Background: an optimization exercise with open tools, aiming at small area, a short achievable clock period and few clock cycles. Do not read the settings as production practice. Function was checked by simulation only, so behaviour that the tests miss may differ from the original. Power figures rest on the tool's default switching activity, not on a simulated workload.

==> design/flow/design.v <==
module pscb (
    input  wire        clk,
    input  wire        rst,           
    input  wire        req_valid,
    output reg         req_ready,
    input  wire        req_write,
    input  wire [2:0]  req_addr,      
    input  wire [31:0] req_wdata,
    output reg         rsp_valid,
    output reg  [31:0] rsp_rdata,
    output reg         pk_valid,
    output reg  [7:0]  pk_data,
    output reg         up_valid,
    output reg  [7:0]  up_data
);
    localparam [1:0] MODE_IDLE   = 2'd0;
    localparam [1:0] MODE_WRITER = 2'd1;
    localparam [1:0] MODE_READER = 2'd2;
    localparam [3:0] F_NONE        = 4'd0;
    localparam [3:0] F_ILLEGAL_CMD = 4'd1;
    localparam [3:0] F_BS_MODE     = 4'd2;
    localparam [3:0] F_BS_OOB      = 4'd3;
    localparam [3:0] F_BS_OVERFLOW = 4'd4;
    localparam [3:0] F_UP_DOMAIN   = 4'd5;
    localparam [7:0] OP_PKPUSH  = 8'h10;
    localparam [7:0] OP_PKFLUSH = 8'h11;
    localparam [7:0] OP_UPPUSH  = 8'h12;
    localparam [7:0] OP_UPEND   = 8'h13;
    localparam [7:0] OP_WROPEN  = 8'h20;
    localparam [7:0] OP_RDOPEN  = 8'h21;
    localparam [7:0] OP_RD      = 8'h24;
    localparam [7:0] OP_WR      = 8'h25;
    localparam [7:0] OP_SKIP    = 8'h26;
    localparam [7:0] OP_ALIGN   = 8'h27;
    localparam [7:0] OP_BIASD   = 8'h30;
    localparam [7:0] OP_BIASE   = 8'h31;
    localparam [7:0] OP_ENUMD   = 8'h32;
    localparam [7:0] OP_ENUME   = 8'h33;
    localparam integer K_READ   = 0;    
    localparam integer K_ACCW   = 1;    
    localparam integer K_CMD    = 2;    
    localparam integer K_ILL    = 3;    
    localparam integer K_PKPUSH = 4;
    localparam integer K_PKFL   = 5;
    localparam integer K_UPPUSH = 6;
    localparam integer K_UPEND  = 7;
    localparam integer K_WROPEN = 8;
    localparam integer K_RDOPEN = 9;
    localparam integer K_RD     = 10;
    localparam integer K_WR     = 11;
    localparam integer K_SKIP   = 12;
    localparam integer K_ALIGN  = 13;
    localparam integer K_BIASD  = 14;
    localparam integer K_BIASE  = 15;
    localparam integer K_ENUM   = 16;
    localparam integer NK       = 17;
    reg [31:0] acc;
    reg [8:0]  len;             
    reg [11:0] off;             
    reg [1:0]  mode;
    reg [3:0]  fault;
    reg [7:0]  pk_buf [0:6];
    reg [2:0]  pk_k;
    reg [6:0]  up_msb;
    reg [2:0]  up_j;
    reg          q_v;           
    reg [NK-1:0] q_k;
    reg [2:0]    q_a;
    reg [31:0]   q_d;
    reg          s_v;           
    reg          s_w;
    reg [2:0]    s_a;
    reg [31:0]   s_d;
    reg        halted;          
    reg [11:0] room;            
    reg [5:0]  lw;              
    reg [5:0]  offm1;           
    reg [5:0]  q_e;             
    reg [31:0] q_t;             
    reg [2:0]  ph;              
    reg [3:0]  sw;              
    reg [63:0] win;             
    reg [1:0]  wv;              
    reg        pend;            
    reg [5:0]  pidx;            
    reg [2:0]  em_i;            
    reg [2:0]  em_n;            
    reg        rh_v;            
    reg        rb_v;            
    reg [31:0] rsp_b;
    reg [31:0] ring [0:63];     
    function [NK-1:0] kind_of(input w, input [2:0] a, input [31:0] d);
        reg [7:0] o, g;
        reg       c, ill;
        begin
            o = d[15:8];
            g = d[7:0];
            c = w && (a == 3'd0);
            case (o)
                OP_PKPUSH, OP_UPPUSH, OP_SKIP:                     ill = 1'b0;
                OP_PKFLUSH, OP_UPEND, OP_WROPEN, OP_RDOPEN,
                OP_ALIGN, OP_BIASD, OP_BIASE:                      ill = (g != 8'd0);
                OP_RD, OP_WR:                                      ill = (g > 8'd32);
                OP_ENUMD, OP_ENUME:                                ill = (g > 8'd9);
                default:                                           ill = 1'b1;
            endcase
            if (d[31:16] != 16'd0)
                ill = 1'b1;
            kind_of           = {NK{1'b0}};
            kind_of[K_READ]   = !w;
            kind_of[K_ACCW]   = w && (a == 3'd1);
            kind_of[K_CMD]    = c;
            kind_of[K_ILL]    = c && ill;
            kind_of[K_PKPUSH] = c && (o == OP_PKPUSH);
            kind_of[K_PKFL]   = c && (o == OP_PKFLUSH);
            kind_of[K_UPPUSH] = c && (o == OP_UPPUSH);
            kind_of[K_UPEND]  = c && (o == OP_UPEND);
            kind_of[K_WROPEN] = c && (o == OP_WROPEN);
            kind_of[K_RDOPEN] = c && (o == OP_RDOPEN);
            kind_of[K_RD]     = c && (o == OP_RD);
            kind_of[K_WR]     = c && (o == OP_WR);
            kind_of[K_SKIP]   = c && (o == OP_SKIP);
            kind_of[K_ALIGN]  = c && (o == OP_ALIGN);
            kind_of[K_BIASD]  = c && (o == OP_BIASD);
            kind_of[K_BIASE]  = c && (o == OP_BIASE);
            kind_of[K_ENUM]   = c && ((o == OP_ENUMD) || (o == OP_ENUME));
        end
    endfunction
    wire          in_acc = req_valid && req_ready;
    wire          src_w  = s_v ? s_w : req_write;
    wire [2:0]    src_a  = s_v ? s_a : req_addr;
    wire [31:0]   src_d  = s_v ? s_d : req_wdata;
    wire [NK-1:0] src_k  = kind_of(src_w, src_a, src_d);
    wire [7:0]  arg = q_d[7:0];
    wire [5:0]  n6  = arg[5:0];
    wire        nz  = (n6 != 6'd0);
    wire k_read   = q_k[K_READ];
    wire k_accw   = q_k[K_ACCW];
    wire k_cmd    = q_k[K_CMD];
    wire k_ill    = q_k[K_ILL];
    wire k_pkpush = q_k[K_PKPUSH];
    wire k_pkfl   = q_k[K_PKFL];
    wire k_uppush = q_k[K_UPPUSH];
    wire k_upend  = q_k[K_UPEND];
    wire k_wropen = q_k[K_WROPEN];
    wire k_rdopen = q_k[K_RDOPEN];
    wire k_rd     = q_k[K_RD];
    wire k_wr     = q_k[K_WR];
    wire k_skip   = q_k[K_SKIP];
    wire k_align  = q_k[K_ALIGN];
    wire k_biasd  = q_k[K_BIASD];
    wire k_biase  = q_k[K_BIASE];
    wire k_enum   = q_k[K_ENUM];
    wire k_move   = k_rd || k_wr || k_skip;
    wire m_idle   = (mode == MODE_IDLE);
    wire m_writer = (mode == MODE_WRITER);
    wire m_reader = (mode == MODE_READER);
    function gt8(input [7:0] a, input [7:0] b);
        reg [7:0] g1, l1;
        reg [3:0] g2, l2;
        reg [1:0] g3, l3;
        integer u;
        begin
            for (u = 0; u < 8; u = u + 1) begin
                g1[u] = a[u] & ~b[u];
                l1[u] = ~a[u] & b[u];
            end
            for (u = 0; u < 4; u = u + 1) begin
                g2[u] = g1[2*u+1] | (~l1[2*u+1] & g1[2*u]);
                l2[u] = l1[2*u+1] | (~g1[2*u+1] & l1[2*u]);
            end
            for (u = 0; u < 2; u = u + 1) begin
                g3[u] = g2[2*u+1] | (~l2[2*u+1] & g2[2*u]);
                l3[u] = l2[2*u+1] | (~g2[2*u+1] & l2[2*u]);
            end
            gt8 = g3[1] | (~l3[1] & g3[0]);
        end
    endfunction
    wire past  = (room[11:8] == 4'd0) && gt8(arg, room[7:0]);    
    wire f_mode = ((k_rdopen || k_align || k_skip) && m_idle) ||
                  (k_rd && !m_reader) || (k_wr && !m_writer);
    wire f_past = k_move && past;
    wire f_dom  = k_uppush && arg[7];
    wire f_any  = k_ill || f_mode || f_past || f_dom;
    wire [3:0] f_code = k_ill  ? F_ILLEGAL_CMD :
                        f_mode ? F_BS_MODE :
                        f_past ? (m_reader ? F_BS_OOB : F_BS_OVERFLOW) :
                                 F_UP_DOMAIN;
    wire [6:0]  cw      = off[11:5];                 
    wire [6:0]  cw1     = cw + 7'd1;
    wire        al_x    = (lw < 6'd8);               
    wire        mv_x    = !gt8({2'd0, lw}, arg);          
    wire        xing    = (k_move && mv_x) || (k_align && al_x);
    wire        xing1   = k_align || (arg[7:5] == 3'd0) ||
                          ((arg[7:5] == 3'd1) && gt8({2'd0, lw}, {3'd0, arg[4:0]}));
    wire        span    = gt8({2'd0, n6}, {2'd0, lw});    
    wire [11:0] off_aln = (off + 12'd7) & ~12'd7;
    wire [11:0] off_mv  = k_align ? off_aln : (off + {4'd0, arg});
    wire [5:0]  offm1_mv = k_align ? (offm1 | 6'd7) : q_e;
    wire [5:0]  lw_mv   = 6'd32 - {1'b0, off_mv[4:0]};
    wire [5:0]  e_end = q_e;
    function [31:0] therm_of(input [5:0] n);
        integer t;
        begin
            for (t = 0; t < 32; t = t + 1)
                therm_of[t] = (t < n);
        end
    endfunction
    wire [31:0] therm = q_t;
    reg [31:0] hsel;
    integer hi;
    always @(*) begin
        for (hi = 0; hi < 32; hi = hi + 1)
            hsel[hi] = e_end[5] ^ (hi > e_end[4:0]);
    end
    wire [31:0] merged = (win[63:32] & hsel) | (win[31:0] & ~hsel);
    wire [31:0] rot_in = m_reader ? merged : (acc & therm);
    wire [31:0] rot_rev;
    genvar g;
    generate
        for (g = 0; g < 32; g = g + 1) begin : g_rev
            assign rot_rev[g] = rot_in[31 - g];
        end
    endgenerate
    wire [4:0]  rs = ~e_end[4:0];
    wire [31:0] r0 = rs[0] ? {rot_rev[0],    rot_rev[31:1]}  : rot_rev;
    wire [31:0] r1 = rs[1] ? {r0[1:0],       r0[31:2]}       : r0;
    wire [31:0] r2 = rs[2] ? {r1[3:0],       r1[31:4]}       : r1;
    wire [31:0] r3 = rs[3] ? {r2[7:0],       r2[31:8]}       : r2;
    wire [31:0] rot = rs[4] ? {r3[15:0],      r3[31:16]}      : r3;
    wire [31:0] rd_field = rot & therm;
    wire [31:0] port_out [0:7];
    generate
        for (g = 0; g < 8; g = g + 1) begin : g_port
            assign port_out[g] = ring[56 + g];
        end
    endgenerate
    wire        commit = pend && (sw == 4'd0) && (pidx[5:3] == ph);
    wire [31:0] cdata  = pidx[0] ? win[63:32] : win[31:0];
    wire em_busy = (em_i != em_n);
    wire [2:0] em_left = em_n - em_i;
    wire rel     = (em_left <= 3'd1);                
    wire st_pk = ((k_pkpush && (pk_k == 3'd6)) || (k_pkfl && (pk_k != 3'd0))) && em_busy;
    wire st_rd = k_rd && m_reader &&
                 ((nz && !cw[6] && !wv[cw[0]]) || (span && !cw1[6] && !wv[~cw[0]]));
    wire st_wr = m_writer && pend &&
                 (((k_wr || k_skip) && mv_x) || (k_align && al_x) ||
                  (k_wr && nz && (cw[0] == pidx[0])));
    wire st_ro = k_rdopen && m_writer && pend;
    wire st_rq = k_read && rh_v && rb_v;
    wire stall = st_pk || st_rd || st_wr || st_ro || st_rq;
    wire go    = q_v && !stall;
    wire run    = q_v && !halted;
    wire ex_pk  = run && (k_pkpush || k_pkfl) && !k_ill && !st_pk;
    wire ex_up  = run && (k_uppush || k_upend) && !k_ill && !f_dom;
    wire ex_wo  = run && k_wropen && !k_ill;
    wire ex_ro  = run && k_rdopen && !k_ill && !m_idle && !st_ro;
    wire ex_mv  = run && (k_move || k_align) && !k_ill && !f_mode && !f_past && !st_rd && !st_wr;
    wire mv_go  = q_v && (k_move || k_align) && !st_rd && !st_wr;
    wire op_go  = q_v && (k_wropen || k_rdopen);
    wire ex_fx  = run && (k_biasd || k_biase || k_enum) && !k_ill;
    wire ex_aw  = run && k_accw;
    wire ex_rd  = q_v && k_read && !st_rq;
    wire set_f  = go && k_cmd && !halted && f_any;
    wire [31:0] biasd_val = acc - 32'd64;
    reg [31:0] biase_val;
    always @(*) begin
        if (acc[31] && (acc[30:6] != {25{1'b1}}))           
            biase_val = 32'd0;
        else if (!acc[31] && (acc[30:6] != 25'd0))           
            biase_val = 32'd127;
        else
            biase_val = {25'd0, ~acc[6], acc[5:0]};          
    end
    reg [3:0] enum_size;
    always @(*) begin
        case (arg[3:0])
            4'd0: enum_size = 4'd3;
            4'd1: enum_size = 4'd3;
            4'd2: enum_size = 4'd8;
            4'd3: enum_size = 4'd3;
            4'd4: enum_size = 4'd4;
            4'd5: enum_size = 4'd4;
            4'd6: enum_size = 4'd4;
            4'd7: enum_size = 4'd6;
            4'd8: enum_size = 4'd8;
            default: enum_size = 4'd8;
        endcase
    end
    wire [31:0] enum_val = ((acc[31:4] == 28'd0) && gt8({4'd0, enum_size}, {4'd0, acc[3:0]})) ? acc : 32'd0;
    wire [11:0] wr_bytes = (off + 12'd7) >> 3;
    reg [31:0] rd_val;
    always @(*) begin
        case (q_a)
            3'd1: rd_val = acc;
            3'd2: rd_val = {24'd0, fault, 2'b00, mode};
            3'd3: rd_val = {20'd0, off};
            3'd4: rd_val = m_reader ? {23'd0, len} :
                           m_writer ? {20'd0, wr_bytes} : 32'd0;
            3'd5: rd_val = {17'd0, up_msb, 1'b0, up_j, 1'b0, pk_k};
            default: rd_val = 32'd0;
        endcase
    end
    reg [6:0] msb_byte;
    integer i;
    always @(*) begin
        for (i = 0; i < 6; i = i + 1)
            msb_byte[i] = (i < pk_k) && pk_buf[i][7];
        msb_byte[6] = k_pkpush && arg[7];
    end
    always @(posedge clk) begin
        if (ex_pk && k_pkpush)
            pk_buf[pk_k] <= arg;
    end
    integer r, j;
    always @(posedge clk) begin
        for (r = 0; r < 8; r = r + 1) begin
            for (j = 7; j > 0; j = j - 1)
                ring[r + 8 * j] <= ring[r + 8 * (j - 1)];
            if (sw != 4'd0)
                ring[r] <= 32'd0;
            else if (commit && pidx[2:0] == r)
                ring[r] <= cdata;
            else
                ring[r] <= port_out[r];
        end
    end
    wire [6:0] fw0 = cw[0] ? cw1 : cw;               
    wire [6:0] fw1 = cw[0] ? cw : cw1;               
    wire       fetch0 = m_reader && !wv[0] && !(pend && !pidx[0]) && (sw == 4'd0) &&
                        !fw0[6] && (fw0[5:3] == ph);
    wire       fetch1 = m_reader && !wv[1] && !(pend && pidx[0]) && (sw == 4'd0) &&
                        !fw1[6] && (fw1[5:3] == ph);
    wire       wr_or  = mv_go && k_wr;
    always @(posedge clk) begin
        if (ex_wo)
            win <= 64'd0;
        else begin
            if (fetch0)
                win[31:0] <= port_out[{fw0[2:1], 1'b0}];
            else if (commit && !pidx[0])
                win[31:0] <= 32'd0;
            else if (wr_or)
                win[31:0] <= win[31:0] | (rot & ~hsel);
            if (fetch1)
                win[63:32] <= port_out[{fw1[2:1], 1'b1}];
            else if (commit && pidx[0])
                win[63:32] <= 32'd0;
            else if (wr_or)
                win[63:32] <= win[63:32] | (rot & hsel);
        end
    end
    wire q_free = !q_v || go;
    wire [5:0] e_base = !q_v                      ? offm1 :
                        (k_wropen || k_rdopen)    ? 6'd63 :
                        k_align                   ? (offm1 | 6'd7) :
                        k_move                    ? q_e : offm1;
    always @(posedge clk) begin
        if (q_free) begin
            q_k <= src_k;
            q_a <= src_a;
            q_d <= src_d;
            q_e <= e_base + src_d[5:0];
            q_t <= therm_of(src_d[5:0]);
        end
        if (!s_v) begin
            s_w <= req_write;
            s_a <= req_addr;
            s_d <= req_wdata;
        end
    end
    always @(posedge clk) begin
        if (rst) begin
            q_v       <= 1'b0;
            s_v       <= 1'b0;
            req_ready <= 1'b1;
            acc       <= 32'd0;
            len       <= 9'd0;
            off       <= 12'd0;
            room      <= 12'd0;
            lw        <= 6'd32;
            offm1     <= 6'd63;
            mode      <= MODE_IDLE;
            fault     <= F_NONE;
            halted    <= 1'b0;
            pk_k      <= 3'd0;
            up_msb    <= 7'd0;
            up_j      <= 3'd0;
            ph        <= 3'd0;
            sw        <= 4'd0;
            wv        <= 2'b00;
            pend      <= 1'b0;
            em_i      <= 3'd0;
            em_n      <= 3'd0;
            rsp_valid <= 1'b0;
            rh_v      <= 1'b0;
            rb_v      <= 1'b0;
            pk_valid  <= 1'b0;
            up_valid  <= 1'b0;
        end else begin
            ph        <= ph + 3'd1;
            rsp_valid <= 1'b0;
            pk_valid  <= 1'b0;
            up_valid  <= 1'b0;
            if (q_free)
                q_v <= s_v || in_acc;
            if (s_v)
                s_v <= !q_free;
            else
                s_v <= in_acc && !q_free;
            req_ready <= !(s_v ? !q_free : (in_acc && !q_free));
            if (sw != 4'd0)
                sw <= sw - 4'd1;
            if (commit)
                pend <= 1'b0;
            if (fetch0)
                wv[0] <= 1'b1;
            if (fetch1)
                wv[1] <= 1'b1;
            if (em_busy) begin
                pk_valid <= 1'b1;
                pk_data  <= {1'b0, pk_buf[em_i][6:0]};
                em_i     <= em_i + 3'd1;
            end
            if (ex_rd) begin
                if (!rh_v && !rb_v) begin
                    rsp_rdata <= rd_val;
                    rsp_valid <= rel;
                    rh_v      <= !rel;
                end else if (!rh_v) begin
                    rsp_rdata <= rsp_b;
                    rsp_valid <= rel;
                    rh_v      <= !rel;
                    rsp_b     <= rd_val;
                end else begin
                    rsp_valid <= rel;
                    rh_v      <= !rel;
                    rsp_b     <= rd_val;
                    rb_v      <= 1'b1;
                end
            end else if (rh_v) begin
                rsp_valid <= rel;
                rh_v      <= !rel;
            end else if (rb_v) begin
                rsp_rdata <= rsp_b;
                rsp_valid <= rel;
                rh_v      <= !rel;
                rb_v      <= 1'b0;
            end
            if (set_f) begin
                fault  <= f_code;
                halted <= 1'b1;
            end
            if (ex_aw)
                acc <= q_d;
            else if (ex_mv && k_rd)
                acc <= rd_field;
            else if (ex_fx)
                acc <= k_biasd ? biasd_val : k_biase ? biase_val : enum_val;
            if (ex_pk) begin
                if (k_pkpush && (pk_k != 3'd6))
                    pk_k <= pk_k + 3'd1;
                else if (pk_k != 3'd0 || k_pkpush) begin
                    pk_valid <= 1'b1;
                    pk_data  <= {1'b0, msb_byte};
                    em_i     <= 3'd0;
                    em_n     <= k_pkpush ? 3'd7 : pk_k;
                    pk_k     <= 3'd0;
                end
            end
            if (ex_up) begin
                if (k_upend)
                    up_j <= 3'd0;
                else if (up_j == 3'd0) begin
                    up_msb <= arg[6:0];
                    up_j   <= 3'd1;
                end else begin
                    up_valid <= 1'b1;
                    up_data  <= {up_msb[up_j - 3'd1], arg[6:0]};
                    up_j     <= up_j + 3'd1;
                end
            end
            if (ex_wo) begin
                len   <= 9'd0;
                off   <= 12'd0;
                lw    <= 6'd32;
                offm1 <= 6'd63;
                room  <= 12'd2048;
                mode  <= MODE_WRITER;
                sw    <= 4'd8;
                pend  <= 1'b0;
                wv    <= 2'b00;
            end
            if (ex_ro) begin
                if (m_writer) begin
                    len  <= wr_bytes[8:0];
                    room <= off_aln;
                    if (!cw[6]) begin
                        pend <= 1'b1;
                        pidx <= cw[5:0];
                    end
                end else
                    room <= {len, 3'b000};
                off   <= 12'd0;
                lw    <= 6'd32;
                offm1 <= 6'd63;
                mode  <= MODE_READER;
                wv    <= 2'b00;
            end
            if (ex_mv)
                off   <= off_mv;
            if (mv_go) begin
                lw    <= lw_mv;
                offm1 <= offm1_mv;
                room  <= k_align ? (room & ~12'd7) : (room - {4'd0, arg});
                if (xing) begin
                    if (m_writer) begin
                        pend <= 1'b1;
                        pidx <= cw[5:0];
                    end else if (xing1)
                        wv[cw[0]] <= 1'b0;
                    else
                        wv <= 2'b00;
                end
            end
        end
    end
endmodule
==> design/flow/run.sh <==
#!/bin/bash
# synth_recipe.tcl (not shown) runs the flow's synth.tcl, then flattens the netlist and writes it again
# the make line also repeats each setting of config.mk as NAME=value (left out here)
make -C /OpenROAD-flow-scripts/flow DESIGN_CONFIG=/design/flow/config.mk WORK_HOME=/design/flow/orfs CLKGATE_MAP_FILE= SYNTH_SCRIPT=/design/flow/synth_recipe.tcl finish
==> design/flow/config.mk <==
export PLATFORM = sky130hd
export DESIGN_NAME = pscb
export DESIGN_NICKNAME = pscb
export VERILOG_FILES = /design/flow/design.v
export SDC_FILE = /design/flow/constraint.sdc
export NUM_CORES = 4
export LEC_CHECK = 0
export CAP_MARGIN = 20
export CORE_MARGIN = 2
export CORE_UTILIZATION = 40
export CTS_CLUSTER_DIAMETER = 100
export CTS_CLUSTER_SIZE = 25
export SETUP_SLACK_MARGIN = 5
export SLEW_MARGIN = 20
==> design/flow/constraint.sdc <==
create_clock -name core_clock -period 8.0 [get_ports {clk}]
set_input_delay 1.6000 -clock core_clock [delete_from_list [all_inputs] [get_ports {clk}]]
set_output_delay 1.6000 -clock core_clock [all_outputs]
set_load 0.01 [all_outputs]
==> results of run 1 <==
[layout by cell type (no fill, tap or decap), types with 31 or more instances in the layout]
cell type	count
sky130_fd_sc_hd__nor2_1	478
sky130_fd_sc_hd__buf_4	270
sky130_fd_sc_hd__dfxtp_1	2251
sky130_fd_sc_hd__nor2_4	31
sky130_fd_sc_hd__o21ai_0	136
sky130_fd_sc_hd__buf_2	51
sky130_fd_sc_hd__mux2_2	48
sky130_fd_sc_hd__a211oi_2	129
sky130_fd_sc_hd__nand3_1	88
sky130_fd_sc_hd__buf_12	78
sky130_fd_sc_hd__buf_6	86
sky130_fd_sc_hd__a211oi_1	156
sky130_fd_sc_hd__ha_1	34
sky130_fd_sc_hd__a21oi_1	182
sky130_fd_sc_hd__mux4_2	87
sky130_fd_sc_hd__xnor2_1	47
sky130_fd_sc_hd__inv_1	66
sky130_fd_sc_hd__and2_1	45
sky130_fd_sc_hd__mux2_4	35
sky130_fd_sc_hd__nor3_1	67
sky130_fd_sc_hd__clkbuf_16	139
sky130_fd_sc_hd__nand2b_1	38
sky130_fd_sc_hd__mux2i_1	75
sky130_fd_sc_hd__o22ai_1	31
sky130_fd_sc_hd__edfxtp_1	237
sky130_fd_sc_hd__nand2_1	262
[metal layers]
layer | global-route usage | vias up | routed length, µm
li1 | - | 21100 | -
met1 | 0.298 | 23400 | 97300
met2 | 0.328 | 2035 | 96100
met3 | 0.0297 | 511 | 14500
met4 | 0.0989 | 2 | 11700
met5 | 0 | - | 15
[Yosys cell counts (20+ instances only)]
library cell	instances
sky130_fd_sc_hd__a211oi_1	291
sky130_fd_sc_hd__a21o_1	26
sky130_fd_sc_hd__a21oi_1	217
sky130_fd_sc_hd__a22oi_1	36
sky130_fd_sc_hd__a31oi_1	35
sky130_fd_sc_hd__and2_1	51
sky130_fd_sc_hd__and3_1	23
sky130_fd_sc_hd__buf_1	29
sky130_fd_sc_hd__buf_2	49
sky130_fd_sc_hd__clkbuf_1	231
sky130_fd_sc_hd__dfxtp_1	2272
sky130_fd_sc_hd__edfxtp_1	237
sky130_fd_sc_hd__ha_1	46
sky130_fd_sc_hd__inv_1	81
sky130_fd_sc_hd__mux2_2	83
sky130_fd_sc_hd__mux2i_1	117
sky130_fd_sc_hd__mux4_2	87
sky130_fd_sc_hd__nand2_1	282
sky130_fd_sc_hd__nand2b_1	44
sky130_fd_sc_hd__nand3_1	107
sky130_fd_sc_hd__nand4_1	29
sky130_fd_sc_hd__nor2_1	516
sky130_fd_sc_hd__nor2b_1	29
sky130_fd_sc_hd__nor3_1	93
sky130_fd_sc_hd__nor4_1	33
sky130_fd_sc_hd__o211ai_1	30
sky130_fd_sc_hd__o21a_1	23
sky130_fd_sc_hd__o21ai_0	167
sky130_fd_sc_hd__o221ai_1	20
sky130_fd_sc_hd__o22ai_1	46
sky130_fd_sc_hd__o31ai_1	22
sky130_fd_sc_hd__xnor2_1	57
sky130_fd_sc_hd__xor2_1	28
[repair_timing]
action | CTS | global route
endpoints found under the setup margin | 676 | 433
resized for setup | 875 | 408
gates cloned | 37 | 41
buffers inserted | 230 | 136
pin swaps | 167 | 170
[stage by stage]
stage	hold WS, ps	total power, W	util	cells	instance area, µm²
floorplan	310	0.0140	-	5771	73800
global placement	310	0.0145	0.422	8089	77200
detailed placement	312	0.0145	0.422	8089	77300
CTS	278	0.0214	0.471	8497	86100
global route	278	0.0221	0.493	8676	90100
finish	282	0.0215	0.493	8678	90100
[flip-flops by register name (all words and copies together) (netlist names), 6 cells and up, named ones only]
signal / cells
acc: 32
off: 12
s_d: 32
q_d: 32
q_t: 31
lw: 6
up_msb: 7
up_data: 8
room: 12
rsp_b: 32
rsp_rdata: 32
pk_buf: 62
pk_data: 8
q_k: 17
offm1: 6
len: 9
win: 64
q_e: 6
ring: 2048
[how the worst max path moves through the flow]
stage,end,start,slack [ps]
finish,win[29],q_e[5],4370
global route,win[29],q_e[5],4370
CTS,win[13],q_e[5],4440
detailed placement,q_k[3],req_wdata[3],3270
global placement,q_k[3],req_wdata[3],3320
floorplan,rsp_rdata[0],rst,4780
[cell families (layout without fill, tap and decap cells)]
logic type               Yosys count  after routing
multiplexers                     287            287
other                              0              2
AND/OR/NAND/NOR                 1298           1309
AO/OA/AOI/OAI                   1135           1136
XOR/XNOR                          86             86
flip-flops                      2509           2509
adder cells (fa/ha/maj)           53             53
buffers and inverters            403            832
[cell type report]
type,instances,area (µm²)
Clock inverter,14,245
Fill cell,15700,92700
Multi-Input combinational cell,2871,23700
Inverter,87,369
Timing Repair Buffer,603,7190
Sequential cell,2509,52700
Tap cell,2464,3080
Timing Repair inverter,1,5.00
Clock buffer,127,2880
Antenna cell,2,5.00
[power by group]
part | internal (W) | total [W] | switching [W]
Clock | 0.00264 | 0.00645 | 0.00381
Sequential | 0.0127 | 0.0128 | 0.0000931
Combinational | 0.000800 | 0.00219 | 0.00139
Total | 0.0162 | 0.0215 | 0.00529
==> run_summary.xml, run 1 <==
<?xml version="1.0" encoding="UTF-8"?>
<metrics>
  <group name="global_route">
    <metric name="grt_remaining_overflow" unit="">0</metric>
    <metric name="wire_length_of_the_first_global_routing_pass" unit="mm">297</metric>
    <metric name="antenna_violations_before_repair" unit="">3</metric>
    <metric name="grt_usage" unit="">0.213</metric>
    <metric name="grt_max_degree" unit="">70</metric>
    <metric name="via_count_of_the_first_global_routing_pass" unit="">44400</metric>
  </group>
  <group name="worst_setup_path">
    <metric name="path_depth" unit="">11</metric>
    <metric name="slowest_cp_cell" unit="">sky130_fd_sc_hd__mux4_2</metric>
    <metric name="arrival" unit="ps">4390</metric>
    <metric name="worst_r2r_startpoint" unit="">q_e[5]</metric>
    <metric name="cp-end-kind" unit="">register</metric>
    <metric name="reg2reg_to" unit="">win[29]</metric>
    <metric name="timing.critical_path.mode_cell" unit="">sky130_fd_sc_hd__mux4_2</metric>
    <metric name="worst-r2r-setup-slack" unit="ps">4370</metric>
    <metric name="worstRegToRegCells" unit="">11</metric>
    <metric name="crit_path_start_kind" unit="">register</metric>
    <metric name="timing.critical_path.max_delay_family" unit="">multiplexers</metric>
    <metric name="crit_path_cell_trace" unit="">buf_12, buf_16, or3_4, o221a_4, mux2i_1, mux4_2, a221o_1, mux4_2, mux2i_4, nand3_1, a21oi_1</metric>
    <metric name="slowest_delay" unit="ps">570</metric>
    <metric name="critical_path.n_buffers_inverters" unit="">2</metric>
    <metric name="cp_data_required_time" unit="ps">8760</metric>
    <metric name="criticalPathCategory" unit="">reg -&gt; reg</metric>
    <metric name="critical_path.max_fanout" unit="">5</metric>
  </group>
  <group name="floorplanning">
    <metric name="initial_utilization" unit="">0.402</metric>
    <metric name="dieWidth" unit="µm">433</metric>
    <metric name="core" unit="mm²">0.183</metric>
    <metric name="die_area" unit="mm²">0.187</metric>
    <metric name="fp-row-count" unit="">157</metric>
    <metric name="pin_count" unit="">91</metric>
    <metric name="floorplan.die.height" unit="µm">433</metric>
  </group>
  <group name="run_status">
    <metric name="run_status" unit="">complete, no violations</metric>
  </group>
  <group name="power_and_ir_drop">
    <metric name="vdd.ir_drop.worst" unit="mV">0.259</metric>
    <metric name="total_leakage_power" unit="nW">32.7</metric>
    <metric name="ratio_of_total_power_to_cell_area" unit="mW/mm²">238</metric>
  </group>
  <group name="job">
    <metric name="max-cap-violations" unit="">0</metric>
  </group>
  <group name="routing">
    <metric name="dr.first_iter.drc_count" unit="">5002</metric>
    <metric name="route.detailed.drc" unit="">0</metric>
    <metric name="totalWireLength" unit="mm">220</metric>
    <metric name="post_drt_wl_per_cell" unit="µm">25.3</metric>
    <metric name="postRouteAntennaNets" unit="">0</metric>
    <metric name="detailroute.via_count" unit="">47000</metric>
    <metric name="post_drt_via_cell_ratio" unit="">5.42</metric>
    <metric name="drt-pass1-iter-count" unit="">6</metric>
  </group>
  <group name="timing">
    <metric name="final_hold_viol_count" unit="">0</metric>
    <metric name="fin_tns_setup" unit="ps">0</metric>
    <metric name="finalCritPeriodShare" unit="">0.454</metric>
    <metric name="timing.final.crit_period" unit="ps">3630</metric>
    <metric name="fin_ws" unit="ps">4370</metric>
    <metric name="rsz0062_at_grt" unit="">yes</metric>
    <metric name="timing_worst_slew_pin_value" unit="ps">1340</metric>
    <metric name="worst_clock_skew" unit="ps">69.7</metric>
    <metric name="max_freq" unit="MHz">275</metric>
    <metric name="max_slew_margin" unit="">0.0841</metric>
    <metric name="total_count_of_max_transition_violations_in_the_final_report" unit="">0</metric>
    <metric name="setup-violations-final" unit="">0</metric>
  </group>
  <group name="synth">
    <metric name="netlist_area" unit="mm²">0.0736</metric>
    <metric name="synth_async_sr_flop_share" unit="">0</metric>
    <metric name="yosysWarnings" unit="">2</metric>
    <metric name="synth-seq-area-share" unit="">0.715</metric>
    <metric name="synthesis.nets" unit="">5860</metric>
    <metric name="synth_top_flop_cell" unit="">sky130_fd_sc_hd__dfxtp_1</metric>
    <metric name="synth_mux_area_frac" unit="">0.0553</metric>
    <metric name="post_synth.cell_area_avg" unit="µm²">12.7</metric>
    <metric name="synthSimpleGateAreaFrac" unit="">0.0817</metric>
    <metric name="netlist.area_leader.share" unit="">0.618</metric>
    <metric name="number_of_flip_flops_and_latches_in_the_synthesized_netlist" unit="">2509</metric>
    <metric name="synth_edf_count" unit="">237</metric>
    <metric name="area_fraction_in_compound_gates_after_synthesis" unit="">0.107</metric>
    <metric name="synth_xor_xnor_area_share" unit="">0.0103</metric>
    <metric name="netlist_top_cells_area" unit="">sky130_fd_sc_hd__dfxtp_1 (62%), sky130_fd_sc_hd__edfxtp_1 (9.7%), sky130_fd_sc_hd__a211oi_1 (3.0%)</metric>
    <metric name="netlist.top_cell.by_area" unit="">sky130_fd_sc_hd__dfxtp_1</metric>
    <metric name="synth_top_family_by_area" unit="">compound AO/OA/AOI/OAI gates</metric>
    <metric name="synth_area_in_adders" unit="">0.00932</metric>
    <metric name="syn-instance-count" unit="">5771</metric>
    <metric name="netlist-cell-type-count" unit="">104</metric>
  </group>
  <group name="placed_design">
    <metric name="detailedPlace.worstSlack" unit="ps">3270</metric>
    <metric name="detail_placement_hpwl" unit="mm">122</metric>
    <metric name="buffer_ports.inserted" unit="">90</metric>
    <metric name="place_congestion" unit="">0.976</metric>
  </group>
  <group name="clock_network">
    <metric name="cts-htree-levels" unit="">3</metric>
    <metric name="num_clock_sinks" unit="">2509</metric>
    <metric name="cts_hold_repair.buffers" unit="">0</metric>
    <metric name="clock-root-buffer" unit="">sky130_fd_sc_hd__clkbuf_16</metric>
    <metric name="clock_insertion_delay_worst_skew" unit="ps">840</metric>
    <metric name="numCtsBuffers" unit="">112</metric>
    <metric name="maximum_root_to_sink_buffer_count" unit="">3</metric>
    <metric name="worst_setup_hold_path_clk_slew" unit="ps">110</metric>
    <metric name="tritoncts" unit="">yes</metric>
  </group>
  <group name="cells_and_area">
    <metric name="area_growth" unit="%">22.5</metric>
    <metric name="final_net_count" unit="">6274</metric>
    <metric name="drive_above_1_share" unit="">0.241</metric>
  </group>
  <group name="hold_path">
    <metric name="holdCritPathClass" unit="">reg -&gt; reg</metric>
    <metric name="endpoint_with_the_worst_hold_slack" unit="">ring[17][1]</metric>
    <metric name="hold_depth" unit="">0</metric>
    <metric name="min_from" unit="">ring[9][1]</metric>
  </group>
</metrics>
Testbench counts, summed over its fixed seeds: cycles 45,850.
==> inputs of run 2 (changes only) <==
--- a/design/flow/design.v
+++ b/design/flow/design.v
@@ -77,6 +77,7 @@
     reg [5:0]  offm1;           
     reg [5:0]  q_e;             
     reg [31:0] q_t;             
+    reg [31:0] q_h;             
     reg [2:0]  ph;              
     reg [3:0]  sw;              
     reg [63:0] win;             
@@ -207,12 +208,14 @@
         end
     endfunction
     wire [31:0] therm = q_t;
-    reg [31:0] hsel;
-    integer hi;
-    always @(*) begin
-        for (hi = 0; hi < 32; hi = hi + 1)
-            hsel[hi] = e_end[5] ^ (hi > e_end[4:0]);
-    end
+    function [31:0] hsel_of(input [5:0] e);
+        integer hi;
+        begin
+            for (hi = 0; hi < 32; hi = hi + 1)
+                hsel_of[hi] = e[5] ^ (hi > e[4:0]);
+        end
+    endfunction
+    wire [31:0] hsel = q_h;
     wire [31:0] merged = (win[63:32] & hsel) | (win[31:0] & ~hsel);
     wire [31:0] rot_in = m_reader ? merged : (acc & therm);
     wire [31:0] rot_rev;
@@ -351,16 +354,19 @@
         end
     end
     wire q_free = !q_v || go;
+    wire [5:0] e_next;
     wire [5:0] e_base = !q_v                      ? offm1 :
                         (k_wropen || k_rdopen)    ? 6'd63 :
                         k_align                   ? (offm1 | 6'd7) :
                         k_move                    ? q_e : offm1;
+    assign e_next = e_base + src_d[5:0];
     always @(posedge clk) begin
         if (q_free) begin
             q_k <= src_k;
             q_a <= src_a;
             q_d <= src_d;
-            q_e <= e_base + src_d[5:0];
+            q_e <= e_next;
+            q_h <= hsel_of(e_next);
             q_t <= therm_of(src_d[5:0]);
         end
         if (!s_v) begin
==> run 2 against run 1 <==
Net effect:
- utilization down 2.8 points
- synthesized cell count is 3.9% lower
- hold slack improved by 5.7 ps
- area after synthesis decreased by 0.22%
- first-iteration DRC count shrank 28%
- wire length decreased by 17%
- cell area decreased by 5.7%
- global-route usage shrank 2.5 points
- critical endpoint is now q_h[21]
- flip-flop and latch count grew 32
- sequential share of layout area up 4.6 points
==> run_summary.xml, run 2 <==
<?xml version="1.0" encoding="UTF-8"?>
<metrics>
  <group name="global_route">
    <metric name="via_count_of_the_first_global_routing_pass" unit="">40100</metric>
    <metric name="grt_max_degree" unit="">73</metric>
    <metric name="wire_length_of_the_first_global_routing_pass" unit="mm">265</metric>
    <metric name="grt_usage" unit="">0.189</metric>
    <metric name="grt_remaining_overflow" unit="">0</metric>
    <metric name="antenna_violations_before_repair" unit="">3</metric>
  </group>
  <group name="floorplanning">
    <metric name="die_area" unit="mm²">0.187</metric>
    <metric name="floorplan.die.height" unit="µm">432</metric>
    <metric name="core" unit="mm²">0.183</metric>
    <metric name="initial_utilization" unit="">0.402</metric>
    <metric name="dieWidth" unit="µm">432</metric>
    <metric name="pin_count" unit="">91</metric>
    <metric name="fp-row-count" unit="">157</metric>
  </group>
  <group name="hold_path">
    <metric name="holdCritPathClass" unit="">reg -&gt; reg</metric>
  </group>
  <group name="worst_setup_path">
    <metric name="critical_path.max_fanout" unit="">7</metric>
    <metric name="criticalPathCategory" unit="">in -&gt; reg</metric>
    <metric name="arrival" unit="ps">3840</metric>
    <metric name="timing.critical_path.max_delay_family" unit="">buffers and inverters</metric>
    <metric name="slowest_cp_cell" unit="">sky130_fd_sc_hd__dlygate4sd2_1</metric>
    <metric name="slowest_delay" unit="ps">340</metric>
    <metric name="cp_data_required_time" unit="ps">8550</metric>
    <metric name="cp-end-kind" unit="">register</metric>
    <metric name="timing.critical_path.mode_cell" unit="">sky130_fd_sc_hd__buf_4</metric>
    <metric name="critical_path.n_buffers_inverters" unit="">4</metric>
    <metric name="crit_path_start_kind" unit="">input pin</metric>
    <metric name="crit_path_cell_trace" unit="">dlygate4sd2_1, mux2_4, ha_4, inv_2, fa_2, buf_4, xor2_4, buf_4, a21oi_2, o21ai_1, xnor2_2</metric>
  </group>
  <group name="placed_design">
    <metric name="placed_cell_area" unit="mm²">0.0770</metric>
    <metric name="detail_placement_hpwl" unit="mm">103</metric>
    <metric name="place_congestion" unit="">0.903</metric>
    <metric name="placed_cells" unit="">7804</metric>
    <metric name="buffer_ports.inserted" unit="">90</metric>
  </group>
  <group name="routing">
    <metric name="post_drt_wl_per_cell" unit="µm">22.2</metric>
    <metric name="postRouteAntennaNets" unit="">0</metric>
    <metric name="post_drt_via_cell_ratio" unit="">5.12</metric>
    <metric name="totalWireLength" unit="mm">182</metric>
    <metric name="drt-pass1-iter-count" unit="">6</metric>
    <metric name="detailroute.via_count" unit="">41900</metric>
    <metric name="dr.first_iter.drc_count" unit="">3620</metric>
    <metric name="route.detailed.drc" unit="">0</metric>
  </group>
  <group name="cells_and_area">
    <metric name="drive_above_1_share" unit="">0.186</metric>
    <metric name="area_growth" unit="%">15.8</metric>
    <metric name="flip_flop_count_of_the_largest_register_all_copies_and_words_added" unit="">2048</metric>
    <metric name="final_net_count" unit="">5843</metric>
    <metric name="utilization_of_the_core_after_routing" unit="">0.465</metric>
    <metric name="top_register" unit="">ring</metric>
    <metric name="most-common-layout-cells" unit="">sky130_fd_sc_hd__dfxtp_1 (2256), sky130_fd_sc_hd__nor2_1 (560), sky130_fd_sc_hd__edfxtp_1 (269)</metric>
    <metric name="mostFrequentLayoutCell" unit="">sky130_fd_sc_hd__dfxtp_1</metric>
    <metric name="final-instance-count-excl-fill" unit="">8171</metric>
    <metric name="final_design_area_no_fill" unit="mm²">0.0850</metric>
    <metric name="layout_top_registers" unit="">ring (2048), win (64), pk_buf (62)</metric>
  </group>
  <group name="synth">
    <metric name="netlist.area_leader.share" unit="">0.620</metric>
    <metric name="synth_top_cells_by_count" unit="">sky130_fd_sc_hd__dfxtp_1 (2272), sky130_fd_sc_hd__nor2_1 (581), sky130_fd_sc_hd__a21oi_1 (287), sky130_fd_sc_hd__nand2_1 (287), sky130_fd_sc_hd__edfxtp_1 (269)</metric>
    <metric name="netlist.top_cell.by_area" unit="">sky130_fd_sc_hd__dfxtp_1</metric>
    <metric name="synth_top_flop_cell" unit="">sky130_fd_sc_hd__dfxtp_1</metric>
    <metric name="post_synth.cell_area_avg" unit="µm²">13.2</metric>
    <metric name="netlist-cell-type-count" unit="">90</metric>
    <metric name="number_of_flip_flops_and_latches_in_the_synthesized_netlist" unit="">2541</metric>
    <metric name="synth-seq-area-share" unit="">0.730</metric>
    <metric name="yosysWarnings" unit="">2</metric>
    <metric name="synthesis.nets" unit="">5637</metric>
    <metric name="netlist_top_cells_area" unit="">sky130_fd_sc_hd__dfxtp_1 (62%), sky130_fd_sc_hd__edfxtp_1 (11%), sky130_fd_sc_hd__mux4_2 (3.6%)</metric>
    <metric name="synth_edf_count" unit="">269</metric>
    <metric name="synth_async_sr_flop_share" unit="">0</metric>
    <metric name="syn-instance-count" unit="">5547</metric>
    <metric name="netlist_area" unit="mm²">0.0734</metric>
    <metric name="synthMostInstantiatedCell" unit="">sky130_fd_sc_hd__dfxtp_1</metric>
  </group>
  <group name="timing">
    <metric name="timing.final.crit_period" unit="ps">3290</metric>
    <metric name="final_hold_viol_count" unit="">0</metric>
    <metric name="setup-violations-final" unit="">0</metric>
    <metric name="worst_case_hold_slack" unit="ps">287</metric>
    <metric name="rsz0062_at_grt" unit="">yes</metric>
    <metric name="max_slew_margin" unit="">0.215</metric>
    <metric name="timing_worst_slew_pin_value" unit="ps">1140</metric>
    <metric name="finalCritPeriodShare" unit="">0.411</metric>
    <metric name="max_freq" unit="MHz">304</metric>
    <metric name="worst_clock_skew" unit="ps">51.9</metric>
    <metric name="fin_tns_setup" unit="ps">0</metric>
    <metric name="total_count_of_max_transition_violations_in_the_final_report" unit="">0</metric>
  </group>
  <group name="clock_network">
    <metric name="maximum_root_to_sink_buffer_count" unit="">3</metric>
    <metric name="cts-htree-levels" unit="">3</metric>
    <metric name="clock_insertion_delay_worst_skew" unit="ps">800</metric>
    <metric name="numCtsBuffers" unit="">111</metric>
    <metric name="cts_hold_repair.buffers" unit="">0</metric>
    <metric name="tritoncts" unit="">yes</metric>
    <metric name="num_clock_sinks" unit="">2541</metric>
    <metric name="worst_setup_hold_path_clk_slew" unit="ps">100</metric>
    <metric name="clock-root-buffer" unit="">sky130_fd_sc_hd__clkbuf_16</metric>
  </group>
  <group name="power_and_ir_drop">
    <metric name="total_leakage_power" unit="nW">30.6</metric>
    <metric name="vdd.ir_drop.worst" unit="mV">0.185</metric>
    <metric name="ratio_of_total_power_to_cell_area" unit="mW/mm²">244</metric>
  </group>
  <group name="run_status">
    <metric name="run_status" unit="">complete, no violations</metric>
  </group>
  <group name="job">
    <metric name="max-cap-violations" unit="">0</metric>
  </group>
</metrics>
[run 2: kinds of logic after synthesis]
group,count (synthesis),share of synthesized area
muxes,374,0.0744
xor gates and xnor gates,97,0.0116
adders and majority gates,54,0.00951
and+or+nand+nor,1270,0.0778
DFF,2541,0.730
buffers and inverters,353,0.0194
AOI/OAI and AO/OA,858,0.0776
[run 2: final cells by class]
type | count | area (µm²)
Antenna cell | 1 | 2.50
Clock buffer | 137 | 2910
Fill cell | 15900 | 97700
Tap cell | 2385 | 2980
Clock inverter | 8 | 173
Inverter | 80 | 323
Sequential cell | 2541 | 53600
Multi-Input combinational cell | 2665 | 21000
Timing Repair Buffer | 354 | 4030
[run 2: worst paths after layout]
| kind | slack (ps) | depth (start not counted) | end | from |
|---|---|---|---|---|
| worst min register to register | 290 | 0 | ring[22][10] | ring[14][10] |
| worst min-delay path | 290 | 0 | ring[22][10] | ring[14][10] |
| worst max-delay path | 4710 | 11 | q_h[21] | req_wdata[0] |
| worst max register to register | 4720 | 13 | q_h[16] | q_k[10] |
[run 2: power by group]
group / internal, W / leakage [nW] / total (W) / switching (W)
registers: 0.0130 / 20.9 / 0.0131 / 0.000130
clock network: 0.00261 / 1.49 / 0.00639 / 0.00378
logic: 0.000447 / 8.16 / 0.00124 / 0.000798
total: 0.0160 / 30.6 / 0.0207 / 0.00471
[run 2: per-layer routing]
| metal | global-route usage | vias to the layer above | wire length, µm |
|---|---|---|---|
| li1 | - | 19500 | - |
| met1 | 0.268 | 20700 | 83300 |
| met2 | 0.294 | 1336 | 81200 |
| met3 | 0.0255 | 296 | 10900 |
| met4 | 0.0685 | 2 | 6360 |
| met5 | 0 | - | 13 |
[run 2: timing repair]
item | 4_1_cts | 5_1_grt
resized for setup | 600 | 190
gates cloned | 39 | 3
setup endpoints to repair | 736 | 476
setup buffers | 134 | 43
pin swaps | 165 | 143
[run 2: worst register-to-register path, stage by stage, from the launching register on]
cell,delay (ps)
sky130_fd_sc_hd__edfxtp_1,480
sky130_fd_sc_hd__or3_4,410
sky130_fd_sc_hd__o21a_4,240
sky130_fd_sc_hd__o22ai_2,110
sky130_fd_sc_hd__nand2_2,100
sky130_fd_sc_hd__ha_4,260
sky130_fd_sc_hd__a21o_1,210
sky130_fd_sc_hd__a21oi_4,200
sky130_fd_sc_hd__o21bai_1,110
sky130_fd_sc_hd__a21oi_2,250
sky130_fd_sc_hd__xnor2_4,190
sky130_fd_sc_hd__buf_6,190
sky130_fd_sc_hd__buf_16,150
sky130_fd_sc_hd__xor2_1,140
[run 2: stage by stage]
stage / power [W] / setup slack (ps)
3_5_place_dp: 0.0144 / 3030
2_1_floorplan: 0.0140 / 4390
3_3_place_gp: 0.0144 / 2970
5_1_grt: 0.0214 / 4650
4_1_cts: 0.0208 / 4740
6_report: 0.0207 / 4710
Testbench counts of run 2, summed over its fixed seeds: cycles 45,850.
==> inputs of run 3 (changes only) <==
==> design/flow/flow/run.sh (new file) <==
#!/bin/bash
# The standard layout (standard.sh), with the setup repair aimed high only up to
# clock tree synthesis; after global routing it only fixes real violations.
set -euo pipefail
bash standard.sh SETUP_SLACK_MARGIN=5 cts > stage_cts.log 2>&1
bash standard.sh SETUP_SLACK_MARGIN=0 finish > stage_finish.log 2>&1
test -f out/final.def
==> design/flow/standard.sh (new file) <==
#!/bin/bash
# synth_recipe.tcl (not shown) runs the flow's synth.tcl, then flattens the netlist and writes it again
# the make line also repeats each setting of config.mk as NAME=value (left out here)
make -C /OpenROAD-flow-scripts/flow DESIGN_CONFIG=/design/flow/config.mk WORK_HOME=/design/flow/orfs CLKGATE_MAP_FILE= SYNTH_SCRIPT=/design/flow/synth_recipe.tcl "${@:-finish}"
--- a/design/flow/config.mk
+++ b/design/flow/config.mk
@@ -7,8 +7,8 @@
 export LEC_CHECK = 0
 export CAP_MARGIN = 20
 export CORE_MARGIN = 2
-export CORE_UTILIZATION = 40
+export CORE_UTILIZATION = 55
 export CTS_CLUSTER_DIAMETER = 100
 export CTS_CLUSTER_SIZE = 25
-export SETUP_SLACK_MARGIN = 5
 export SLEW_MARGIN = 20
+export TNS_END_PERCENT = 10
removed: design/flow/run.sh
==> run 3 against run 2 <==
Net effect:
- global-route usage is 6.5 points higher
- fmax decreased by 0.94%
- clock power about the same
- flip-flop and latch count unchanged
- total power down 0.81%
- sequential power barely moved
- clock-buffer cell count shrank 1
- first-iteration DRC count rose by 0.50%
- wire length shrank 4.1%
- critical path type unchanged
- highest routed layer unchanged
==> run_summary.xml, run 3 <==
<?xml version="1.0" encoding="UTF-8"?>
<metrics>
  <group name="run_status">
    <metric name="run_status" unit="">complete, no violations</metric>
  </group>
  <group name="worst_setup_path">
    <metric name="criticalPathCategory" unit="">in -&gt; reg</metric>
    <metric name="slowest_delay" unit="ps">530</metric>
    <metric name="crit_path_cell_trace" unit="">clkdlybuf4s50_1, mux2i_4, clkinvlp_4, ha_4, inv_1, o21bai_1, a21oi_2, xnor2_4, buf_16, xnor2_1</metric>
    <metric name="slowest_cp_cell" unit="">sky130_fd_sc_hd__clkdlybuf4s50_1</metric>
    <metric name="critical_path.max_fanout" unit="">16</metric>
    <metric name="crit_path_start_kind" unit="">input pin</metric>
    <metric name="arrival" unit="ps">3860</metric>
    <metric name="cp_data_required_time" unit="ps">8530</metric>
    <metric name="cp-end-kind" unit="">register</metric>
  </group>
  <group name="synth">
    <metric name="post_synth.cell_area_avg" unit="µm²">13.2</metric>
    <metric name="netlist_top_cells_area" unit="">sky130_fd_sc_hd__dfxtp_1 (62%), sky130_fd_sc_hd__edfxtp_1 (11%), sky130_fd_sc_hd__mux4_2 (3.6%)</metric>
    <metric name="synth_async_sr_flop_share" unit="">0</metric>
    <metric name="synth_top_cells_by_count" unit="">sky130_fd_sc_hd__dfxtp_1 (2272), sky130_fd_sc_hd__nor2_1 (581), sky130_fd_sc_hd__a21oi_1 (287), sky130_fd_sc_hd__nand2_1 (287), sky130_fd_sc_hd__edfxtp_1 (269)</metric>
    <metric name="synth_edf_count" unit="">269</metric>
    <metric name="synth-seq-area-share" unit="">0.730</metric>
    <metric name="synth_top_flop_cell" unit="">sky130_fd_sc_hd__dfxtp_1</metric>
    <metric name="syn-instance-count" unit="">5547</metric>
    <metric name="netlist.area_leader.share" unit="">0.620</metric>
    <metric name="netlist_area" unit="mm²">0.0734</metric>
    <metric name="synthesis.nets" unit="">5637</metric>
    <metric name="yosysWarnings" unit="">2</metric>
    <metric name="netlist-cell-type-count" unit="">90</metric>
    <metric name="number_of_flip_flops_and_latches_in_the_synthesized_netlist" unit="">2541</metric>
    <metric name="netlist.top_cell.by_area" unit="">sky130_fd_sc_hd__dfxtp_1</metric>
    <metric name="synthMostInstantiatedCell" unit="">sky130_fd_sc_hd__dfxtp_1</metric>
  </group>
  <group name="routing">
    <metric name="totalWireLength" unit="mm">174</metric>
    <metric name="dr.first_iter.drc_count" unit="">3638</metric>
    <metric name="route.detailed.drc" unit="">0</metric>
    <metric name="detailroute.via_count" unit="">41300</metric>
    <metric name="postRouteAntennaNets" unit="">0</metric>
    <metric name="post_drt_via_cell_ratio" unit="">5.54</metric>
    <metric name="drt-pass1-iter-count" unit="">7</metric>
    <metric name="post_drt_wl_per_cell" unit="µm">23.4</metric>
  </group>
  <group name="clock_network">
    <metric name="clock-root-buffer" unit="">sky130_fd_sc_hd__clkbuf_16</metric>
    <metric name="worst_setup_hold_path_clk_slew" unit="ps">110</metric>
    <metric name="maximum_root_to_sink_buffer_count" unit="">3</metric>
    <metric name="numCtsBuffers" unit="">112</metric>
    <metric name="cts_hold_repair.buffers" unit="">0</metric>
    <metric name="num_clock_sinks" unit="">2541</metric>
    <metric name="tritoncts" unit="">yes</metric>
    <metric name="cts-htree-levels" unit="">3</metric>
    <metric name="clock_insertion_delay_worst_skew" unit="ps">780</metric>
  </group>
  <group name="timing">
    <metric name="setup-violations-final" unit="">0</metric>
    <metric name="max_slew_margin" unit="">0.213</metric>
    <metric name="total_count_of_max_transition_violations_in_the_final_report" unit="">0</metric>
    <metric name="max_freq" unit="MHz">301</metric>
    <metric name="finalCritPeriodShare" unit="">0.415</metric>
    <metric name="final_hold_viol_count" unit="">0</metric>
    <metric name="timing.final.crit_period" unit="ps">3320</metric>
    <metric name="timing_worst_slew_pin_value" unit="ps">1150</metric>
    <metric name="fin_tns_setup" unit="ps">0</metric>
    <metric name="rsz0062_at_grt" unit="">no</metric>
    <metric name="worst_clock_skew" unit="ps">33.4</metric>
  </group>
  <group name="placed_design">
    <metric name="detail_placement_hpwl" unit="mm">102</metric>
    <metric name="buffer_ports.inserted" unit="">90</metric>
    <metric name="placed_cell_area" unit="mm²">0.0762</metric>
    <metric name="place_congestion" unit="">0.923</metric>
  </group>
  <group name="floorplanning">
    <metric name="initial_utilization" unit="">0.552</metric>
    <metric name="pin_count" unit="">91</metric>
    <metric name="core" unit="mm²">0.133</metric>
    <metric name="die_area" unit="mm²">0.136</metric>
    <metric name="floorplan.die.height" unit="µm">369</metric>
    <metric name="fp-row-count" unit="">134</metric>
    <metric name="dieWidth" unit="µm">369</metric>
  </group>
  <group name="job">
    <metric name="max-cap-violations" unit="">0</metric>
  </group>
  <group name="global_route">
    <metric name="grt_most_used_layer" unit="">met2</metric>
    <metric name="grt_remaining_overflow" unit="">0</metric>
    <metric name="grt_max_degree" unit="">138</metric>
    <metric name="use_met1" unit="">0.382</metric>
    <metric name="via_count_of_the_first_global_routing_pass" unit="">39500</metric>
    <metric name="grtUsageMet2" unit="">0.386</metric>
    <metric name="antenna_violations_before_repair" unit="">2</metric>
    <metric name="grt_use_met3" unit="">0.0366</metric>
    <metric name="wire_length_of_the_first_global_routing_pass" unit="mm">258</metric>
    <metric name="grt_usage" unit="">0.253</metric>
  </group>
  <group name="cells_and_area">
    <metric name="n_antenna_cell" unit="">0</metric>
    <metric name="final_design_area_no_fill" unit="mm²">0.0820</metric>
    <metric name="drive_above_1_share" unit="">0.132</metric>
    <metric name="fillerInstances" unit="">10400</metric>
    <metric name="most-common-layout-cells" unit="">sky130_fd_sc_hd__dfxtp_1 (2257), sky130_fd_sc_hd__nor2_1 (570), sky130_fd_sc_hd__a21oi_1 (278)</metric>
    <metric name="layout_top_registers" unit="">ring (2048), win (64), pk_buf (62)</metric>
    <metric name="final_net_count" unit="">5759</metric>
    <metric name="area_growth" unit="%">11.7</metric>
    <metric name="regArea" unit="mm²">0.0536</metric>
    <metric name="mostFrequentLayoutCell" unit="">sky130_fd_sc_hd__dfxtp_1</metric>
    <metric name="area_of_combinational_cells_with_multiple_inputs" unit="mm²">0.0198</metric>
    <metric name="top_register" unit="">ring</metric>
    <metric name="flip_flop_count_of_the_largest_register_all_copies_and_words_added" unit="">2048</metric>
  </group>
  <group name="power_and_ir_drop">
    <metric name="ratio_of_total_power_to_cell_area" unit="mW/mm²">251</metric>
    <metric name="vdd.ir_drop.worst" unit="mV">0.304</metric>
    <metric name="total_leakage_power" unit="nW">29.6</metric>
  </group>
  <group name="hold_path">
    <metric name="holdCritPathClass" unit="">reg -&gt; reg</metric>
  </group>
</metrics>
run 3: per-layer routing:
metal  wire [µm]  share of wire
met1       84200           0.48
met2       76700           0.44
met3        9900          0.057
met4        3590          0.021
met5          13       0.000075
run 3: final timing paths:
check	end	slack, ps	startpoint	depth (start not counted)
setup reg to reg	q_h[19]	4680	q_k[11]	12
hold / removal	ring[25][5]	320	ring[17][5]	0
setup / recovery	q_h[20]	4680	req_wdata[3]	10
hold reg to reg	ring[25][5]	320	ring[17][5]	0
run 3: layout make-up:
class | count | area share
Clock inverter | 7 | 0.00150
Multi-Input combinational cell | 2665 | 0.242
Clock buffer | 136 | 0.0358
Tap cell | 1768 | 0.0270
Inverter | 80 | 0.00377
Sequential cell | 2541 | 0.653
Timing Repair Buffer | 269 | 0.0368
run 3: logic make-up (layout without fill, tap and decap cells):
logic type,after synthesis,in the layout,share of synthesized area
buffers and inverters,353,492,0.0194
XOR/XNOR,97,97,0.0116
adder cells (fa/ha/maj),54,54,0.00951
AND/OR/NAND/NOR,1270,1281,0.0778
multiplexers,374,374,0.0744
flip-flops,2541,2541,0.730
AO/OA/AOI/OAI,858,859,0.0776
run 3: what timing repair did:
item / CTS / global route
endpoints found under the setup margin: 737 / 0
buffers inserted: 93 / 0
gates resized for setup: 337 / 0
run 3: power breakdown:
part / internal, W / switching (W) / leakage (nW)
Clock: 0.00261 / 0.00375 / 1.48
Combinational: 0.000360 / 0.000767 / 7.22
Sequential: 0.0130 / 0.000113 / 20.9
run 3: metrics by stage:
| step | cells | util | hold slack, ps | power [W] | setup WS [ps] |
|---|---|---|---|---|---|
| after global routing | 7466 | 0.617 | 327 | 0.0213 | 4540 |
| after global placement | 7197 | 0.573 | 309 | 0.0144 | 3250 |
| after floorplan | 5547 | - | 310 | 0.0140 | 4390 |
| final | 7466 | 0.617 | 316 | 0.0206 | 4680 |
| after detailed placement | 7197 | 0.573 | 312 | 0.0144 | 3200 |
| after CTS | 7464 | 0.616 | 322 | 0.0207 | 4740 |
run 3: critical path: cells and delay by family:
| kind | cells | cell delay (ps) |
|---|---|---|
| xor+xnor | 2 | 460 |
| compound gates | 2 | 280 |
| fa+ha+maj | 1 | 310 |
| buf+inv | 4 | 960 |
| mux | 1 | 240 |
==> inputs of run 4 (changes only) <==
==> design/flow/flow/run.sh (replaced) <==
#!/bin/bash
# The standard layout (standard.sh), with the setup repair aimed high only up to
# clock tree synthesis (after global routing it only fixes real violations), and
# buf_4 as the port buffers.
set -euo pipefail
bash standard.sh SETUP_SLACK_MARGIN=5 "BUFFER_PORTS_ARGS=-buffer_cell sky130_fd_sc_hd__buf_4" cts > stage_cts.log 2>&1
bash standard.sh SETUP_SLACK_MARGIN=0 finish > stage_finish.log 2>&1
test -f out/final.def
==> run 4 against run 3 <==
Net effect:
- sequential power hardly changed
- combinational power fell by 4%
- first-iteration DRC count up 4.9%
- via count shrank 0.83%
- largest power group unchanged
- still clean
- die area unchanged
- critical endpoint is now q_k[3]
- synthesized cell count stayed put
- non-clock buffer count rose by 15
- global-route usage is 0.074 points lower
==> run_summary.xml, run 4 <==
<?xml version="1.0" encoding="UTF-8"?>
<metrics>
  <group name="run_status">
    <metric name="run_status" unit="">complete, no violations</metric>
  </group>
  <group name="floorplanning">
    <metric name="pin_count" unit="">91</metric>
    <metric name="fp-row-count" unit="">134</metric>
    <metric name="dieWidth" unit="µm">369</metric>
    <metric name="die_area" unit="mm²">0.136</metric>
    <metric name="core" unit="mm²">0.133</metric>
    <metric name="initial_utilization" unit="">0.552</metric>
    <metric name="floorplan.die.height" unit="µm">369</metric>
  </group>
  <group name="synth">
    <metric name="synth_top_flop_cell" unit="">sky130_fd_sc_hd__dfxtp_1</metric>
    <metric name="synth_top_cells_by_count" unit="">sky130_fd_sc_hd__dfxtp_1 (2272), sky130_fd_sc_hd__nor2_1 (581), sky130_fd_sc_hd__a21oi_1 (287), sky130_fd_sc_hd__nand2_1 (287), sky130_fd_sc_hd__edfxtp_1 (269)</metric>
    <metric name="synthesis.nets" unit="">5637</metric>
    <metric name="syn-instance-count" unit="">5547</metric>
    <metric name="number_of_flip_flops_and_latches_in_the_synthesized_netlist" unit="">2541</metric>
    <metric name="netlist_area" unit="mm²">0.0734</metric>
    <metric name="synth_edf_count" unit="">269</metric>
    <metric name="netlist-cell-type-count" unit="">90</metric>
    <metric name="netlist_top_cells_area" unit="">sky130_fd_sc_hd__dfxtp_1 (62%), sky130_fd_sc_hd__edfxtp_1 (11%), sky130_fd_sc_hd__mux4_2 (3.6%)</metric>
    <metric name="synth-seq-area-share" unit="">0.730</metric>
    <metric name="synthMostInstantiatedCell" unit="">sky130_fd_sc_hd__dfxtp_1</metric>
    <metric name="post_synth.cell_area_avg" unit="µm²">13.2</metric>
    <metric name="yosysWarnings" unit="">2</metric>
    <metric name="netlist.area_leader.share" unit="">0.620</metric>
    <metric name="synth_async_sr_flop_share" unit="">0</metric>
    <metric name="netlist.top_cell.by_area" unit="">sky130_fd_sc_hd__dfxtp_1</metric>
  </group>
  <group name="cells_and_area">
    <metric name="area_growth" unit="%">11.5</metric>
    <metric name="drive_above_1_share" unit="">0.146</metric>
    <metric name="most-common-layout-cells" unit="">sky130_fd_sc_hd__dfxtp_1 (2258), sky130_fd_sc_hd__nor2_1 (568), sky130_fd_sc_hd__nand2_1 (281)</metric>
    <metric name="final_design_area_no_fill" unit="mm²">0.0818</metric>
    <metric name="final_net_count" unit="">5770</metric>
    <metric name="mostFrequentLayoutCell" unit="">sky130_fd_sc_hd__dfxtp_1</metric>
    <metric name="top_register" unit="">ring</metric>
    <metric name="layout_top_registers" unit="">ring (2048), win (64), pk_buf (62)</metric>
    <metric name="flip_flop_count_of_the_largest_register_all_copies_and_words_added" unit="">2048</metric>
  </group>
  <group name="routing">
    <metric name="totalWireLength" unit="mm">173</metric>
    <metric name="post_drt_wl_per_cell" unit="µm">23.1</metric>
    <metric name="route.detailed.drc" unit="">0</metric>
    <metric name="postRouteAntennaNets" unit="">0</metric>
    <metric name="detailroute.via_count" unit="">41000</metric>
    <metric name="post_drt_via_cell_ratio" unit="">5.48</metric>
    <metric name="drt-pass1-iter-count" unit="">6</metric>
    <metric name="dr.first_iter.drc_count" unit="">3816</metric>
  </group>
  <group name="worst_setup_path">
    <metric name="cp_data_required_time" unit="ps">8540</metric>
    <metric name="crit_path_cell_trace" unit="">buf_4, mux2i_1, clkinv_1, nor4_2, nand2_1, nor2_1, o21ai_0, o21a_1</metric>
    <metric name="slowest_cp_cell" unit="">sky130_fd_sc_hd__nor4_2</metric>
    <metric name="criticalPathCategory" unit="">in -&gt; reg</metric>
    <metric name="worst-r2r-setup-slack" unit="ps">4730</metric>
    <metric name="crit_path_start_kind" unit="">input pin</metric>
    <metric name="arrival" unit="ps">3840</metric>
    <metric name="reg2reg_to" unit="">q_h[1]</metric>
    <metric name="slowest_delay" unit="ps">570</metric>
    <metric name="worstRegToRegCells" unit="">15</metric>
    <metric name="timing.critical_path.max_delay_family" unit="">simple AND/OR/NAND/NOR gates</metric>
    <metric name="cp-end-kind" unit="">register</metric>
    <metric name="critical_path.n_buffers_inverters" unit="">2</metric>
    <metric name="worst_r2r_startpoint" unit="">q_k[12]</metric>
    <metric name="critical_path.max_fanout" unit="">10</metric>
  </group>
  <group name="clock_network">
    <metric name="clock_insertion_delay_worst_skew" unit="ps">770</metric>
    <metric name="numCtsBuffers" unit="">111</metric>
    <metric name="cts_hold_repair.buffers" unit="">0</metric>
    <metric name="num_clock_sinks" unit="">2541</metric>
    <metric name="tritoncts" unit="">yes</metric>
    <metric name="cts-htree-levels" unit="">3</metric>
    <metric name="maximum_root_to_sink_buffer_count" unit="">3</metric>
    <metric name="clock-root-buffer" unit="">sky130_fd_sc_hd__clkbuf_16</metric>
    <metric name="worst_setup_hold_path_clk_slew" unit="ps">110</metric>
  </group>
  <group name="timing">
    <metric name="total_count_of_max_transition_violations_in_the_final_report" unit="">0</metric>
    <metric name="final_hold_viol_count" unit="">0</metric>
    <metric name="rsz0062_at_grt" unit="">no</metric>
    <metric name="fin_tns_setup" unit="ps">0</metric>
    <metric name="max_slew_margin" unit="">0.243</metric>
    <metric name="max_freq" unit="MHz">303</metric>
    <metric name="timing.final.crit_period" unit="ps">3300</metric>
    <metric name="timing_worst_slew_pin_value" unit="ps">1100</metric>
    <metric name="setup-violations-final" unit="">0</metric>
    <metric name="finalCritPeriodShare" unit="">0.412</metric>
    <metric name="worst_clock_skew" unit="ps">41.0</metric>
  </group>
  <group name="global_route">
    <metric name="grt_remaining_overflow" unit="">0</metric>
    <metric name="antenna_violations_before_repair" unit="">1</metric>
    <metric name="grt_max_degree" unit="">148</metric>
    <metric name="wire_length_of_the_first_global_routing_pass" unit="mm">257</metric>
    <metric name="grt_usage" unit="">0.253</metric>
    <metric name="via_count_of_the_first_global_routing_pass" unit="">39200</metric>
  </group>
  <group name="hold_path">
    <metric name="min_from" unit="">ring[17][4]</metric>
    <metric name="hold_depth" unit="">0</metric>
    <metric name="holdCritPathClass" unit="">reg -&gt; reg</metric>
    <metric name="endpoint_with_the_worst_hold_slack" unit="">ring[25][4]</metric>
  </group>
  <group name="placed_design">
    <metric name="detail_placement_hpwl" unit="mm">102</metric>
    <metric name="buffer_ports.inserted" unit="">90</metric>
    <metric name="place_congestion" unit="">0.914</metric>
    <metric name="placed_cell_area" unit="mm²">0.0760</metric>
  </group>
  <group name="power_and_ir_drop">
    <metric name="vdd.ir_drop.worst" unit="mV">0.226</metric>
    <metric name="ratio_of_total_power_to_cell_area" unit="mW/mm²">250</metric>
    <metric name="total_leakage_power" unit="nW">29.7</metric>
  </group>
  <group name="job">
    <metric name="max-cap-violations" unit="">0</metric>
  </group>
</metrics>
==> run 4: changes by cell type in the layout (fill, tap and decap cells not counted), sizes merged, moves of 2 or more <==
cell and change:
clkdlybuf4s50 -36, nand2 -2, dlygate4sd2 -52, buf +105
==> run 4: area by class of cell <==
| type | instances | area (µm²) |
|---|---|---|
| repair buffers | 284 | 3020 |
| multi-input cells | 2662 | 19700 |
| fillers | 10400 | 51100 |
| clock buffers | 137 | 2930 |
| inverters | 80 | 304 |
| clock inverters | 6 | 87.6 |
| diodes | 1 | 2.50 |
| flip-flops and latches | 2541 | 53600 |
| well taps | 1768 | 2210 |
==> run 4: worst max path at each step <==
stage / cells after the start / from / endpoint
after global placement: 11 / req_wdata[2] / q_h[29]
after CTS: 16 / q_k[12] / q_h[1]
after floorplan: 11 / req_wdata[0] / q_h[8]
after detailed placement: 9 / off[5] / pidx[4]
after global routing: 8 / req_wdata[5] / q_k[3]
final: 8 / req_wdata[5] / q_k[3]
==> run 4: cell families after synthesis <==
logic type,Yosys count,synth area share
buffers and inverters,353,0.0194
and+or+nand+nor,1270,0.0778
xor gates and xnor gates,97,0.0116
muxes,374,0.0744
adders and majority gates,54,0.00951
AOI/OAI and AO/OA,858,0.0776
DFF,2541,0.730
==> run 4: timing repair <==
item	in CTS	in global routing
gates resized for setup	275	0
setup buffers	104	0
setup endpoints to repair	678	0
endpoints found under the hold margin	0	0
==> run 4: per-layer routing <==
| layer | GRT usage | vias to the layer above | routed length [µm] |
|---|---|---|---|
| met3 | 0.0345 | 216 | 10200 |
| li1 | - | 19300 | - |
| met1 | 0.375 | 20200 | 82100 |
| met4 | 0.0641 | 0 | 3870 |
| met2 | 0.391 | 1211 | 77000 |
| met5 | 0 | - | 0 |
==> run 4: through the flow <==
stage | hold slack, ps | std cells | power (W) | util | setup slack [ps]
floorplan | 310 | 5547 | 0.0140 | - | 4390
global placement | 309 | 7202 | 0.0143 | 0.572 | 3740
detailed placement | 312 | 7202 | 0.0143 | 0.572 | 3640
CTS | 307 | 7477 | 0.0207 | 0.615 | 4780
global route | 319 | 7478 | 0.0212 | 0.615 | 4540
finish | 313 | 7479 | 0.0205 | 0.615 | 4700
==> run 4: where the power goes <==
part           switching, W  internal [W]
registers          0.000112        0.0130
clock network       0.00372       0.00259
logic              0.000738      0.000356
total               0.00457        0.0159

Check on run 4: ideal ports give 4.700 ns setup slack; a clkbuf_16 on the clock port and buf_2 on the inputs give 4.732 ns; moving port delays by the midpoint clock arrival (0.822 ns) as well gives 3.925 ns.
